What follows belongs to an exercise in optimizing a design on an open flow for small area, a short achievable clock period and few clock cycles; a production flow would make more cautious choices. At most, simulation tests tie the RTL to the original design; equivalence was not proved. Power and IR drop assume default switching activity.

==> flow/design.v (excerpt) <==
module wzwave_fbs (
    input  wire        clk,
    input  wire        rst,
    input  wire        in_valid,
    input  wire [7:0]  in_data,
    output wire        in_ready,
    output wire        out_valid,
    input  wire        out_ready,
    output wire        out_hdr,
    output wire        out_last,
    output wire [3:0]  out_type,
    output wire [71:0] out_data
);
Size: roughly 5,000 cells after synthesis, roughly 92 I/O pins, about 76,000 um2 of cells after synthesis.
Settings: LEC_CHECK=0, CAP_MARGIN=20, CORE_MARGIN=2, CORE_UTILIZATION=40, SLEW_MARGIN=20; clock period 10.0 ns.
standard.sh (not shown) runs the stock make flow with config.mk's settings and CLKGATE_MAP_FILE= SYNTH_SCRIPT=/design/flow/synth_recipe.tcl, a recipe that flattens the netlist after the stock synthesis.
==> flow/flow/run.sh <==
#!/bin/bash
# The standard layout (the standard.sh: ORFS synthesis through finish) with a
# tighter timing-repair target: repair_timing aims at a setup slack of
# SETUP_SLACK_MARGIN ns at the design's clock period, may resize cells across
# footprints, and the port buffers start out as buf_4 cells.
set -euo pipefail
bash standard.sh SETUP_SLACK_MARGIN=6.6 MATCH_CELL_FOOTPRINT=0 \
    "BUFFER_PORTS_ARGS=-buffer_cell sky130_fd_sc_hd__buf_4" finish > standard.log 2>&1
The first run went through all stages and came out clean.
Testbench counts at the start, summed over its fixed seeds: cycles 32,862.
Edit:
--- a/flow/design.v
+++ b/flow/design.v
@@ -8,13 +8,13 @@
     input  wire        out_ready,
     output wire        out_hdr,
     output wire        out_last,
     output wire [3:0]  out_type,
     output wire [71:0] out_data
 );
-    localparam integer KB = 1;                
+    localparam integer KB = 0;                
     localparam [3:0] C_CTL  = 4'd0,  C_MIS  = 4'd1,  C_BAD  = 4'd2,  C_MAL  = 4'd3,
                      C_VER  = 4'd4,  C_MEM  = 4'd5,  C_SUC  = 4'd6,  C_INIT = 4'd7,
                      C_NPI  = 4'd8,  C_SEND = 4'd9,  C_RNI  = 4'd10, C_UPD  = 4'd11,
                      C_ROUT = 4'd12, C_CMD  = 4'd13, C_OPQ  = 4'd14, C_SCB  = 4'd15;
     localparam [3:0] A_NOP = 4'd0, A_LEN = 4'd1, A_SH0 = 4'd2, A_SH  = 4'd3,
                      A_SHP = 4'd4, A_HDR = 4'd6, A_DAT = 4'd7,
Global-route usage rose by 0.59 points; hold slack gets worse by 6.9 ps; die area rose by 10%; core utilization fell by 0.56 points; cell count rose by about 7%; clock-buffer cell count rose by 10; final area rose by 8.9%; routed wire length rose by about 14%; total power rose by 6.7%; via count rose by 12%; flip-flop and latch count fell by 1; setup slack gets worse by 120 ps.
Function not checked in the second run of this note: the RTL went through the layout flow alone.

Setup of red:
wzwave_fbs, a different RTL version from the one above (not shown whole).
For scale: roughly 2500 flip-flops, about 0.077 mm2 of cells after synthesis.
Settings: LEC_CHECK=0, CAP_MARGIN=20, CORE_MARGIN=2, CORE_UTILIZATION=40, CTS_CLUSTER_DIAMETER=60, CTS_CLUSTER_SIZE=24, SLEW_MARGIN=20, SYNTH_HIERARCHICAL=1; clock period 10.0 ns.
==> flow/flow/run.sh <==
#!/bin/bash
# The standard layout (the standard.sh: ORFS synthesis through finish) with a
# tighter timing-repair target: repair_timing aims at a setup slack of
# SETUP_SLACK_MARGIN ns at the design's clock period, may resize cells across
# footprints, and the port buffers start out as buf_4 cells.
set -euo pipefail
bash standard.sh SETUP_SLACK_MARGIN=6.8 MATCH_CELL_FOOTPRINT=0 \
    "BUFFER_PORTS_ARGS=-buffer_cell sky130_fd_sc_hd__buf_4" finish > standard.log 2>&1
diff inputs: red => blue
--- a/flow/design.v
+++ b/flow/design.v
@@ -100,24 +100,27 @@
     reg  [1:0] rph;
     reg        d0, d1;
     reg  [3:0] kcode;
     reg        kmal;
     reg        al;           
     reg        blk;          
+    reg        livec;
+    reg  [7:0] agec;         
     reg  [7:0] Hr;           
     reg        liver;
     wire is_mark = (b == 8'h06) || (b == 8'h15) || (b == 8'h18);
     wire is_sof  = (b == 8'h01);
     wire lt3     = (b < 8'd3);
     reg  [7:0] rrem;
     wire blast   = (rrem == 8'd0);
+    wire room    = !livec || (b <= ~agec);
     reg  t_ok;
     always @(*) begin
         case (rx)
             R_HUNT:  t_ok = is_mark ? (!blk && !qfull) : 1'b1;
-            R_SOF:   t_ok = !blk && !qfull;
+            R_SOF:   t_ok = !blk && !qfull && (lt3 || room);
             default: t_ok = al && !blk;
         endcase
     end
     assign take = bv && t_ok;
     assign we   = take && ((rx == R_HUNT && is_mark) || rx == R_SOF || rx == R_BODY);
     assign wd   = b;
@@ -340,14 +343,14 @@
     wire froom = !(tq_v && t2_v);
     wire ifire = i_v && (i_rd ? (froom && aligned) : 1'b1);
     wire push  = ifire && i_rd;
     wire inext = !i_v || (ifire && i_last);                
     assign qpop = inext && qne;
     wire hmove = !tq_v || c_done;                           
-    wire [1:0] s_nfx = {(s_act == A_NOP) || (s_act == A_LEN) || (s_act == A_XOR),
-                        (s_act == A_MSK)};
+    wire [3:0] s_nfx = {(s_act == A_NOP) || (s_act == A_LEN) || (s_act == A_XOR) ||
+                        1'b0, (s_act == A_MSK), 2'b00};
     function first_last(input [3:0] code);
         case (code)
             C_CTL, C_BAD, C_SUC, C_SEND, C_RNI: first_last = 1'b1;
             default: first_last = 1'b0;
         endcase
     endfunction
@@ -374,27 +377,27 @@
                 tq_last <= t2_last;
                 tq_j    <= t2_j;
             end else begin
                 rq      <= rdat;
                 tq_v    <= push;
                 tq_act  <= s_act;
-                tq_nf   <= s_nfx[1];
-                tq_msk  <= s_nfx[0];
+                tq_nf   <= s_nfx[3];
+                tq_msk  <= s_nfx[2];
                 tq_code <= i_code;
                 tq_last <= i_last;
                 tq_j    <= s_j;
             end
             t2_v <= t2_v && push;
         end else if (push) begin
             t2_v <= 1'b1;
         end
         if ((hmove && t2_v) || (!hmove && push)) begin
             rq2     <= rdat;
             t2_act  <= s_act;
-            t2_nf   <= s_nfx[1];
-            t2_msk  <= s_nfx[0];
+            t2_nf   <= s_nfx[3];
+            t2_msk  <= s_nfx[2];
             t2_code <= i_code;
             t2_last <= i_last;
             t2_j    <= s_j;
         end
         if (rst)
             i_v <= 1'b0;
@@ -509,13 +512,13 @@
                     3'd4: hw[57:50] = rq;
                     default: hw[65:58] = rq;
                 endcase
             end
             C_MAL: begin
                 if (th == 3'd1) hw = {58'd0, rq};
-                else hw[31:8] = {nmin_of({7'd0, dfl[1]}, !dfl[0] && !dfl[1], rq), e_L - 8'd3, rq};
+                else hw[31:8] = {nmin_of({6'd0, dfl[1]}, !dfl[0] && !dfl[1], rq), e_L - 8'd3, rq};
             end
             default: hw = {58'd0, rq};
         endcase
     end
     wire [3:0] tq_type = (tq_code == C_SCB) ? C_SEND : tq_code;
     always @(posedge clk) begin
@@ -599,27 +602,33 @@
     assign out_last  = o_last;
     assign out_type  = o_type;
     assign out_data  = {6'd0, od};
     wire       live = i_v || qne || (rx == R_BODY);
     wire [7:0] H    = i_v ? i_s : qne ? qh_s : rs;
     wire [7:0] T1   = T + 8'd1;
+    wire       livep = liver || we;
     always @(posedge clk) begin
         if (rst) begin
             blk   <= 1'b0;
+            livec <= 1'b0;
             liver <= 1'b0;
             al    <= 1'b0;
         end else begin
             liver <= live;
             Hr    <= live ? H : T;
             if (we) begin
                 wa    <= T1;
                 al    <= 1'b1;
                 blk   <= liver && (T1 == Hr);
+                agec  <= liver ? (T1 - Hr) : 8'd1;
+                livec <= 1'b1;
             end else begin
                 al    <= (T1 == wa);
                 blk   <= liver && (((T1 - Hr) < (wa - Hr)) || (wa == Hr));
+                agec  <= T1 - Hr;
+                livec <= liver;
             end
         end
     end
 endmodule
 module wzwave_fbs_sel3 #(parameter integer W = 8) (
     input  wire         s1,
Notes after the runs:
Taking red as the reference, in blue flip-flop and latch share of the layout cell area +0.27 points, initial antenna violation count +2, total internal power -2.9%, combinational power -about 14%, sum of internal, switching and leakage power -about 3.7%. Antenna diode count: blue vs red down 1. On count of plain and timing-repair buffers, the higher figure sits with red, not blue. red and blue ended up with roughly the same die outline area.
Testbench counts of blue, summed over its fixed seeds: cycles 31,867.
The RTL of red was laid out without a check of its function.

[static timing again, ports no longer ideal]
No port has a modelled driver above. Below, the same layouts with a new extraction and two added sets of constraints. Step 1, drivers: a clkbuf_16 drives clk and a buf_2 each remaining input, both assumed. Step 2 adds t to the input delays and takes it off the output delays; t is the mean of the earliest and latest rising clock arrival at the registers after step 1. Input paths then give back, and output paths get back, about the clock's delay inside the block. Slacks: ideal ports / drivers / drivers and shift; pairs: ideal ports / drivers.
| run | t (ns) | setup slack, ns | worst setup path after step 2 | latest minus earliest clock arrival (ns) | pins driven straight from the clock port |
|---|---|---|---|---|---|
| the first run of note 1 | 0.917 | 6.225 / 6.233 / 5.350 | input to register | 0.066 / 0.066 | 1 |
| the second run of note 1 | 0.943 | 6.104 / 6.104 / 5.496 | input to register | 0.105 / 0.105 | 1 |
| red | 0.863 | 6.524 / 6.447 / 6.005 | input to register | 0.037 / 0.037 | 1 |
| blue | 0.886 | 6.543 / 6.462 / 6.147 | input to register | 0.046 / 0.046 | 1 |
After both steps setup and hold are still met in every run listed. For the first run of note 1, which loses most, drivers alone change the setup slack by +0.008 ns; drivers and shift together by -0.875 ns.
